This design comes from an exercise in tuning for small area, a short achievable clock period and few clock cycles per item on the open sky130 flow, not from production work.
The RTL was checked by simulation tests, not by an equivalence proof against the original design.
Power figures rest on the tool's default switching activity, not on a simulated workload.

job 6190:
// ad5934_freq_encoder
module ad5934_freq_encoder (
    input  wire        clk,
    input  wire        rst,         
    input  wire        in_valid,
    output wire        in_ready,
    input  wire [31:0] in_freq,
    input  wire [31:0] in_fclk,
    output reg         out_valid,
    output wire [23:0] out_code,
    output wire        out_err
);
For scale: roughly 390 cells after synthesis, ~0.0039 sq mm of cells after synthesis.
Settings: LEC_CHECK=0, CAP_MARGIN=20, CORE_MARGIN=2, CORE_UTILIZATION=40, CTS_BUF_LIST=sky130_fd_sc_hd__clkbuf_4 sky130_fd_sc_hd__clkbuf_8, PLACE_DENSITY=0.6, SETUP_SLACK_MARGIN=1.8, SLEW_MARGIN=20; clock period 5.0 ns.
standard.sh (not shown) runs the stock make flow with config.mk's settings and CLKGATE_MAP_FILE= SYNTH_SCRIPT=/design/flow/synth_recipe.tcl, a recipe that flattens the netlist after the stock synthesis.
==> flow/flow/run.sh <==
#!/bin/bash
# The standard layout (the standard.sh: standard synthesis, floorplan,
# placement, CTS, routing), with two changes:
# - the port buffers that placement inserts on every input and output are
#   plain sky130 buffers instead of the default delay-buffer cell;
# - clock tree synthesis without dummy loads.
# Each tool's output is kept in its own log here.
set -euo pipefail
export BUFFER_PORTS_ARGS="-buffer_cell sky130_fd_sc_hd__buf_1"
export CTS_ARGS="-sink_clustering_enable -repair_clock_nets -buf_list {sky130_fd_sc_hd__clkbuf_4 sky130_fd_sc_hd__clkbuf_8} -dont_use_dummy_load"
bash standard.sh > standard_make.log 2>&1
Job 6190 has completed all stages; timing, DRC and antenna checks passed.
Testbench counts of job 6190, summed over its fixed seeds: cycles 46,148, items 2,048.
Input-level comparison between job 3027 and job 6190:
- CTS_BUF_LIST changed from sky130_fd_sc_hd__clkbuf_4 sky130_fd_sc_hd__clkbuf_8 to sky130_fd_sc_hd__clkbuf_2 sky130_fd_sc_hd__clkbuf_4
- SETUP_SLACK_MARGIN removed (was 1.8)
==> flow/flow/run.sh <==
#!/bin/bash
# The standard layout (the standard.sh: standard synthesis, floorplan,
# placement, CTS, routing), with the port buffers that placement inserts on
# every input and output made plain sky130 buffers instead of the default
# delay-buffer cell. Each tool's output is kept in its own log here.
set -euo pipefail
export BUFFER_PORTS_ARGS="-buffer_cell sky130_fd_sc_hd__buf_1"
bash standard.sh > standard_make.log 2>&1
Results
- Job 3027 was carried through to the last stage, and its layout satisfied the timing, design-rule and antenna checks.
- In job 3027, the relative contribution of combinational cells to total power came out 0.9 points below the value in job 6190.
- The fraction of area in clock buffers and inverters reported for job 3027 is greater than that of job 6190 by 0.34 points.
- In the metrics for job 3027 and job 6190, the one carrying the higher count of cells resized by post-cts repair is job 6190.
- Job 6190 reports its highest-delay cell along the critical path as sky130_fd_sc_hd__fa_2 while job 3027 reports sky130_fd_sc_hd__dfxtp_2.
- Max freq job 6190 -> job 3027: degraded
- Job 3027 ended up with a higher final critical-path share of the clock period than job 6190 did.
The following lists how job 7776 was set up differently from job 3027:
- changing CTS_BUF_LIST from sky130_fd_sc_hd__clkbuf_2 sky130_fd_sc_hd__clkbuf_4 to sky130_fd_sc_hd__clkbuf_4 sky130_fd_sc_hd__clkbuf_8
- setting SETUP_SLACK_MARGIN to 2.0 for the first time
### Flow results
Job 7776 against job 3027; aggregate routed wire length is up by more than 10%.
Compared job 7776 vs job 3027, and least setup slack across all paths after layout is up in job 7776.
Run comparison: job 7776 cell with the largest stage delay on the worst path sky130_fd_sc_hd__a311o_2; job 3027 cell with the largest stage delay on the worst path sky130_fd_sc_hd__dfxtp_2
Job 7776: worst hold slack is 0.012 ns lower than what job 3027 reported.
From job 3027 to job 7776 the numbers moved as follows: net switching power of the design picked up an extra about 10%, final period utilization lost 18 points.
The area added between synthesis and finish of job 7776 is higher than that of job 3027.
Relative to job 3027, setup slack after placement has increased by 0.43 ns in job 7776.
Non-clock buffer count for job 7776 is higher than for job 3027.
Modified inputs, job 8710 compared to job 7776
- SETUP_SLACK_MARGIN changed from 2.0 to 1.8
- PLACE_DENSITY changed from 0.6 to 0.7
- CORE_UTILIZATION changed from 40 to 55
==> flow/flow/run.sh <==
#!/bin/bash
# The standard layout (the standard.sh: standard synthesis, floorplan,
# placement, CTS, routing), with two changes:
# - the port buffers that placement inserts on every input and output are
#   plain sky130 buffers instead of the default delay-buffer cell;
# - clock tree synthesis without dummy loads.
# Each tool's output is kept in its own log here.
set -euo pipefail
export BUFFER_PORTS_ARGS="-buffer_cell sky130_fd_sc_hd__buf_1"
export CTS_ARGS="-sink_clustering_enable -repair_clock_nets -buf_list {sky130_fd_sc_hd__clkbuf_4 sky130_fd_sc_hd__clkbuf_8} -dont_use_dummy_load"
bash standard.sh > standard_make.log 2>&1
--- outcome ---
Looking at final worst-path setup slack across both flows, job 8710 is the weaker of the two, with job 7776 ahead.
Post-route total power (higher): job 7776
Job 8710: worst slack at placement lower than job 7776
Taking job 7776 as the reference, in job 8710 biggest cell delay along the critical path went up by 0.03 ns, worst hold-check slack increased by 0.011 ns relative to the old numbers, critical path depth now larger.
Final design area excluding fillers: job 8710 and job 7776 compared, higher one is job 7776
Going from job 7776 to job 8710, clock net sink count stayed essentially flat, first-pass GRT wire length shows a reduction of 6.6%, combinational power decreased by about 9% relative to the old numbers, routed wirelength normalized by instance count down 5.3%.
Relative to job 8710, the following input files were edited for job 5394:
- changing PLACE_DENSITY from 0.7 to 0.6
- changing CORE_UTILIZATION from 55 to 40
==> flow/flow/run.sh <==
#!/bin/bash
# The standard layout (the standard.sh: standard synthesis, floorplan,
# placement, CTS, routing), with the port buffers that placement inserts on
# every input and output made plain sky130 buffers instead of the default
# delay-buffer cell. Each tool's output is kept in its own log here.
set -euo pipefail
export BUFFER_PORTS_ARGS="-buffer_cell sky130_fd_sc_hd__buf_1"
bash standard.sh > standard_make.log 2>&1
## What came out
Job 8710 has lower number of ordinary and repair buffers in the finished layout than job 5394.
Against job 8710, job 5394 comes in 1.9 points higher on max-slew headroom at the worst pin.
From job 5394 to job 8710, fraction of synthesized cell area in xor and xnor cells did not move at all.
Relative to job 5394, the following input files were edited for job 7595:
==> flow/flow/run.sh <==
#!/bin/bash
# The standard layout (the standard.sh: standard synthesis, floorplan,
# placement, CTS, routing), with two changes:
# - the port buffers that placement inserts on every input and output are
#   plain sky130 buffers instead of the default delay-buffer cell;
# - after global routing, ORFS's power recovery downsizes gates on paths
#   with positive slack (RECOVER_POWER percent of them).
# Each tool's output is kept in its own log here.
set -euo pipefail
export BUFFER_PORTS_ARGS="-buffer_cell sky130_fd_sc_hd__buf_1"
export RECOVER_POWER=100
bash standard.sh > standard_make.log 2>&1
Compared with job 5394, post-layout total power in job 7595 decreased slightly. Diff job 5394 -> job 7595: setup slack fell 0.74 ns, synthesis-to-finish area growth fell 1.0 points, sequential share of layout area +0.24 points. In the final reports, the cell area of job 7595 is smaller than that of job 5394. Run comparison: job 7595 capturing instance or port of the critical path rem[19]$_DFF_P_; job 5394 capturing instance or port of the critical path rem[15]$_DFF_P_. For job 7595, the category of the most critical setup path was reg -> reg, unlike job 5394, where it was in -> reg.


ad5934_freq_encoder again, from the RTL that the note above started with.
==> flow/design.v (excerpt) <==
module ad5934_freq_encoder (
    input  wire        clk,
    input  wire        rst,         
    input  wire        in_valid,
    output wire        in_ready,
    input  wire [31:0] in_freq,
    input  wire [31:0] in_fclk,
    output reg         out_valid,
    output wire [23:0] out_code,
    output wire        out_err
);
Settings: LEC_CHECK=0, CAP_MARGIN=20, CORE_MARGIN=2, CORE_UTILIZATION=60, CTS_BUF_LIST=sky130_fd_sc_hd__clkbuf_4 sky130_fd_sc_hd__clkbuf_8, PLACE_DENSITY=0.75, SETUP_SLACK_MARGIN=1.5, SLEW_MARGIN=20; clock period 5.0 ns.
==> flow/flow/run.sh <==
#!/bin/bash
# The standard layout (the standard.sh: standard synthesis, floorplan,
# placement, CTS, routing), with the port buffers that placement inserts on
# every input and output made plain sky130 buffers instead of the default
# delay-buffer cell. Each tool's output is kept in its own log here.
set -euo pipefail
export BUFFER_PORTS_ARGS="-buffer_cell sky130_fd_sc_hd__buf_1"
bash standard.sh > standard_make.log 2>&1
The starting point produced a clean layout.
Testbench counts at the start, summed over its fixed seeds: cycles 46,148, items 2,048.
Edit:
==> flow/flow/run.sh (replaced) <==
#!/bin/bash
# The standard layout (the standard.sh: standard synthesis, floorplan,
# placement, CTS, routing), with two changes:
# - the port buffers that placement inserts on every input and output are
#   plain sky130 buffers instead of the default delay-buffer cell;
# - clock tree synthesis without dummy loads, with a clkbuf_8 at the root
#   and clkbuf_4 below it.
# Each tool's output is kept in its own log here.
set -euo pipefail
export BUFFER_PORTS_ARGS="-buffer_cell sky130_fd_sc_hd__buf_1"
export CTS_ARGS="-sink_clustering_enable -repair_clock_nets -buf_list {sky130_fd_sc_hd__clkbuf_4} -root_buf sky130_fd_sc_hd__clkbuf_8 -dont_use_dummy_load"
bash standard.sh > standard_make.log 2>&1
CORE_UTILIZATION = 40   (was 60)
PLACE_DENSITY = 0.6   (was 0.75)
SETUP_SLACK_MARGIN = 1.8   (was 1.5)
Global-route usage went down by 7.2 points.
Worst setup slack gains 0.25 ns.
Final area went up by 1.3%.
Combinational power barely changes.
First-iteration DRC count came out lower by 15%.
Edit:
==> flow/flow/run.sh (replaced) <==
#!/bin/bash
# The standard layout (the standard.sh: standard synthesis, floorplan,
# placement, CTS, routing), with the port buffers that placement inserts on
# every input and output made plain sky130 buffers instead of the default
# delay-buffer cell. Each tool's output is kept in its own log here.
set -euo pipefail
export BUFFER_PORTS_ARGS="-buffer_cell sky130_fd_sc_hd__buf_1"
bash standard.sh > standard_make.log 2>&1
SETUP_SLACK_MARGIN = 1.5   (was 1.8)
Result:
- total power climbs by 4.8%
- setup slack is worse by 0.25 ns
- die area stays the same
- clock skew drops by 0.019 ns
- worst hold slack is about the same
- design area climbs by 0.43%
- via count is about the same


Setup of run 1:
The RTL this note starts from:
==> flow/design.v <==
module ad5934_freq_encoder (
    input  wire        clk,
    input  wire        rst,         
    input  wire        in_valid,
    output wire        in_ready,
    input  wire [31:0] in_freq,
    input  wire [31:0] in_fclk,
    output reg         out_valid,
    output wire [23:0] out_code,
    output wire        out_err
);
    reg         busy;        
    reg  [4:0]  cnt;         
    reg         err;         
    reg  [32:0] rem;         
    reg  [23:0] qs;          
    assign in_ready = busy && (err || cnt == 5'd24);
    assign out_code = err ? 24'd0 : qs;
    assign out_err  = err;
    wire [32:0] a    = busy ? {rem[31:0], qs[23]}
                            : {1'b0, in_freq[24:0], in_fclk[31:25]};
    wire        sub  = ~busy | ~rem[32];
    wire [32:0] b    = {33{sub}} ^ {1'b0, in_fclk};
    wire [32:0] p0   = a ^ b;
    wire [32:0] g0   = (a & b) | {32'd0, p0[0] & sub};
    wire [32:0] gl [0:6];
    wire [32:0] pl [0:6];
    assign gl[0] = g0;
    assign pl[0] = p0;
    genvar l, i;
    generate
        for (l = 0; l < 6; l = l + 1) begin : lvl
            for (i = 0; i < 33; i = i + 1) begin : bitl
                if ((i >> l) & 1) begin : comb
                    localparam integer J = ((i >> l) << l) - 1;
                    assign gl[l+1][i] = gl[l][i] | (pl[l][i] & gl[l][J]);
                    assign pl[l+1][i] = pl[l][i] & pl[l][J];
                end else begin : pass
                    assign gl[l+1][i] = gl[l][i];
                    assign pl[l+1][i] = pl[l][i];
                end
            end
        end
    endgenerate
    wire [32:0] sum  = p0 ^ {gl[6][31:0], sub};
    wire        qbit = ~sum[32];
    always @(posedge clk) begin
        rem <= sum;
        if (!busy) begin
            qs  <= in_fclk[24:1];
            err <= (|in_freq[31:25]) | qbit;
            cnt <= 5'd1;
        end else begin
            qs  <= {qs[22:0], qbit};
            cnt <= cnt + 5'd1;
        end
        if (rst) begin
            busy      <= 1'b0;
            out_valid <= 1'b0;
        end else begin
            out_valid <= in_ready && in_valid;
            if (!busy)
                busy <= in_valid;
            else if (in_ready && in_valid)
                busy <= 1'b0;
        end
    end
endmodule
==> flow/config.mk <==
export PLATFORM = sky130hd
export DESIGN_NAME = ad5934_freq_encoder
export DESIGN_NICKNAME = ad5934_freq_encoder
export VERILOG_FILES = /design/flow/design.v
export SDC_FILE = /design/flow/constraint.sdc
export NUM_CORES = 4
export LEC_CHECK = 0
export CAP_MARGIN = 5
export CORE_MARGIN = 2
export CORE_UTILIZATION = 40
export CTS_BUF_LIST = sky130_fd_sc_hd__clkbuf_4 sky130_fd_sc_hd__clkbuf_8
export PLACE_DENSITY = 0.6
export SETUP_SLACK_MARGIN = 1.8
export SLEW_MARGIN = 5
==> flow/constraint.sdc <==
create_clock -name core_clock -period 5.0 [get_ports {clk}]
set_input_delay 1.0000 -clock core_clock [delete_from_list [all_inputs] [get_ports {clk}]]
set_output_delay 1.0000 -clock core_clock [all_outputs]
set_load 0.01 [all_outputs]
==> flow/flow/run.sh <==
#!/bin/bash
# The standard layout (the standard.sh: standard synthesis, floorplan,
# placement, CTS, routing), with two changes:
# - the port buffers that placement inserts on every input and output are
#   plain sky130 buffers instead of the default delay-buffer cell;
# - clock tree synthesis without dummy loads.
# Each tool's output is kept in its own log here.
set -euo pipefail
export BUFFER_PORTS_ARGS="-buffer_cell sky130_fd_sc_hd__buf_1"
export CTS_ARGS="-sink_clustering_enable -repair_clock_nets -buf_list {sky130_fd_sc_hd__clkbuf_4 sky130_fd_sc_hd__clkbuf_8} -dont_use_dummy_load"
bash standard.sh > standard_make.log 2>&1
In summary, run 1 completed successfully, with a layout that passed the timing, design-rule and antenna checks.
Testbench counts of run 1, summed over its fixed seeds: cycles 46,148, items 2,048.
For run 2, these inputs were changed with respect to run 1:
- changing SLEW_MARGIN from 5 to 20
- changing CAP_MARGIN from 5 to 20
- changing SETUP_SLACK_MARGIN from 1.8 to 1.9
==> flow/flow/run.sh <==
#!/bin/bash
# The standard layout (the standard.sh: standard synthesis, floorplan,
# placement, CTS, routing), with the port buffers that placement inserts on
# every input and output made plain sky130 buffers instead of the default
# delay-buffer cell. Each tool's output is kept in its own log here.
set -euo pipefail
export BUFFER_PORTS_ARGS="-buffer_cell sky130_fd_sc_hd__buf_1"
bash standard.sh > standard_make.log 2>&1
## What came out
- Run 2 improves on run 1 in setup slack.
- Of run 1 and run 2, run 1 shows the higher fraction of area in registers, with run 2 below it.
- Layout sequential cell count: run 2 vs run 1, no meaningful difference
- Run 2 vs. run 1: synthesis-to-finish area growth higher, final period utilization lower, count of clock-buffer cells in the layout higher, synthesized cell count roughly the same.
- Run 2 ended with less relative contribution of combinational cells to total power than run 1.
- Looking at run 1 and run 2, the global router's overall resource usage is a wash.
The following lists how run 3 was set up differently from run 2:
- a change of SETUP_SLACK_MARGIN from 1.9 to 1.7
### Flow results
Run 3 leaves less setup margin than run 2. Taking run 2 as the reference, in run 3 register-to-register slack has decreased, core utilization decreased 0.84 points, highest achievable clock rate now sits lower. The met1 wire length of run 3 falls short of that of run 2 by about 2.7%. Compared run 3 against run 2; number of clock sinks within noise. Per the comparison of run 3 with run 2, static leakage went down; weighted congestion at the end of routability-driven global placement now smaller; routed via count grew by about 0.37%. In the flow results for run 3 and run 2, the cell-internal power is smaller on run 3.


Setup of v16:
Starts from the design.v that is shown in full above.
export LEC_CHECK = 0
export CAP_MARGIN = 20
export CORE_MARGIN = 2
export CORE_UTILIZATION = 40
export CTS_BUF_LIST = sky130_fd_sc_hd__clkbuf_4 sky130_fd_sc_hd__clkbuf_8
export GPL_TIMING_DRIVEN = 0
export PLACE_DENSITY = 0.6
export SETUP_SLACK_MARGIN = 1.8
export SLEW_MARGIN = 20
create_clock -name core_clock -period 5.0 [get_ports {clk}]
==> flow/flow/run.sh <==
#!/bin/bash
# The standard layout (the standard.sh: standard synthesis, floorplan,
# placement, CTS, routing), with two changes:
# - the port buffers that placement inserts on every input and output are
#   plain sky130 buffers instead of the default delay-buffer cell;
# - clock tree synthesis without dummy loads.
# Each tool's output is kept in its own log here.
set -euo pipefail
export BUFFER_PORTS_ARGS="-buffer_cell sky130_fd_sc_hd__buf_1"
export CTS_ARGS="-sink_clustering_enable -repair_clock_nets -buf_list {sky130_fd_sc_hd__clkbuf_4 sky130_fd_sc_hd__clkbuf_8} -dont_use_dummy_load"
bash standard.sh > standard_make.log 2>&1
v16 reached the end of the flow, and the finished layout is clean on the timing, design-rule and antenna checks.
Testbench counts of v16, summed over its fixed seeds: cycles 46,148, items 2,048.
What v3 does differently from v16 at the input level:
- a deleted GPL_TIMING_DRIVEN that had been 0
diff --git a/flow/flow/run.sh b/flow/flow/run.sh
--- a/flow/flow/run.sh
+++ b/flow/flow/run.sh
@@ -6 +6,2 @@
-# - clock tree synthesis without dummy loads.
+# - after global routing, ORFS's power recovery downsizes gates on paths
+#   with positive slack (RECOVER_POWER percent of them).
@@ -10 +11 @@
-export CTS_ARGS="-sink_clustering_enable -repair_clock_nets -buf_list {sky130_fd_sc_hd__clkbuf_4 sky130_fd_sc_hd__clkbuf_8} -dont_use_dummy_load"
+export RECOVER_POWER=50
Results
v3 reached the end of the flow, and the finished layout is clean on the timing, design-rule and antenna checks.
v16 → v3: share of the core filled with cells in the final layout went down 0.19 points, proportion of power drawn by the clock network went up 4.2 points.
The higher final standard cell area without fillers of v3 and v16 is in v16.
Cell with the largest stage delay on the worst path: sky130_fd_sc_hd__clkbuf_1 -> v3, sky130_fd_sc_hd__a311o_2 -> v16
Maximum operating frequency in v3 vs v16: down 17%
Summary — total power, v3 relative to v16: higher, by 74 uW.
The inputs of v31 differ from those of v3 as listed below.
- SETUP_SLACK_MARGIN: 1.8 -> 2.2
==> flow/flow/run.sh <==
#!/bin/bash
# The standard layout (the standard.sh: standard synthesis, floorplan,
# placement, CTS, routing), with the port buffers that placement inserts on
# every input and output made plain sky130 buffers instead of the default
# delay-buffer cell. Each tool's output is kept in its own log here.
set -euo pipefail
export BUFFER_PORTS_ARGS="-buffer_cell sky130_fd_sc_hd__buf_1"
bash standard.sh > standard_make.log 2>&1
==> run summary <==
- Met1 wire length: v3 and v31 compared, higher one is v31
- Compared with v3, v31 shows peak supply drop that has gone up by more than 10%.
- Across both runs, total global routing track utilization was higher for v31 than for v3.
- Delta (v31 minus v3): final period demand of the worst path saw a decrease; routed wire length saw an increase; worst-case setup margin in the final layout saw an increase.
- v31 reports its critical path endpoint as rem[15]$_DFF_P_ while v3 reports rem[19]$_DFF_P_.
- v31 — areal power density over the cells 4.8% higher, v3 as reference
- In v31, worst-case reg-to-reg path depth is higher than in v3.

==> port drivers added, routing unchanged <==
No port has a modelled driver above. Below, the same layouts with a new extraction and two added sets of constraints.
Step 1 assumes that a clkbuf_16 drives the clock port and a buf_2 every other input.
Step 2 also shifts input and output timing later by t, the mid clock arrival at the registers, as if the neighbouring blocks saw the same clock.
a / b / c = no drivers / after step 1 / after step 2; a / b = the first two.
run	shift t [ns]	setup slack, ns	worst setup path at the end	clock arrival spread, ns	worst data-port slew with drivers (ns)
job 6190	0.361	1.988 / 1.996 / 1.634	input to register	0.027 / 0.027	0.05
job 3027	0.440	1.150 / 1.150 / 1.150	register to register	0.014 / 0.014	0.05
job 7776	0.373	2.041 / 2.038 / 1.665	input to register	0.006 / 0.007	0.05
job 8710	0.365	1.897 / 1.904 / 1.539	input to register	0.015 / 0.014	0.04
job 5394	0.371	2.008 / 2.016 / 1.644	input to register	0.009 / 0.009	0.05
job 7595	0.372	1.265 / 1.265 / 1.265	register to register	0.008 / 0.008	0.05
the first run of note 2	0.365	1.741 / 1.741 / 1.436	input to register	0.008 / 0.008	0.04
the second run of note 2	0.361	1.988 / 1.996 / 1.634	input to register	0.027 / 0.027	0.05
the third run of note 2	0.371	1.739 / 1.739 / 1.489	input to register	0.008 / 0.008	0.05
run 1	0.361	1.988 / 1.996 / 1.634	input to register	0.027 / 0.027	0.05
run 2	0.373	2.048 / 2.061 / 1.688	input to register	0.008 / 0.008	0.04
run 3	0.372	1.932 / 1.932 / 1.588	input to register	0.007 / 0.007	0.05
v16	0.371	1.949 / 1.949 / 1.589	input to register	0.023 / 0.023	0.05
v3	0.371	1.319 / 1.319 / 1.319	register to register	0.009 / 0.009	0.05
v31	0.375	2.086 / 2.067 / 1.692	input to register	0.010 / 0.010	0.05
After both steps every run listed still meets setup and hold. For v31, which loses most, drivers alone change the setup slack by -0.019 ns; drivers and shift together by -0.394 ns.
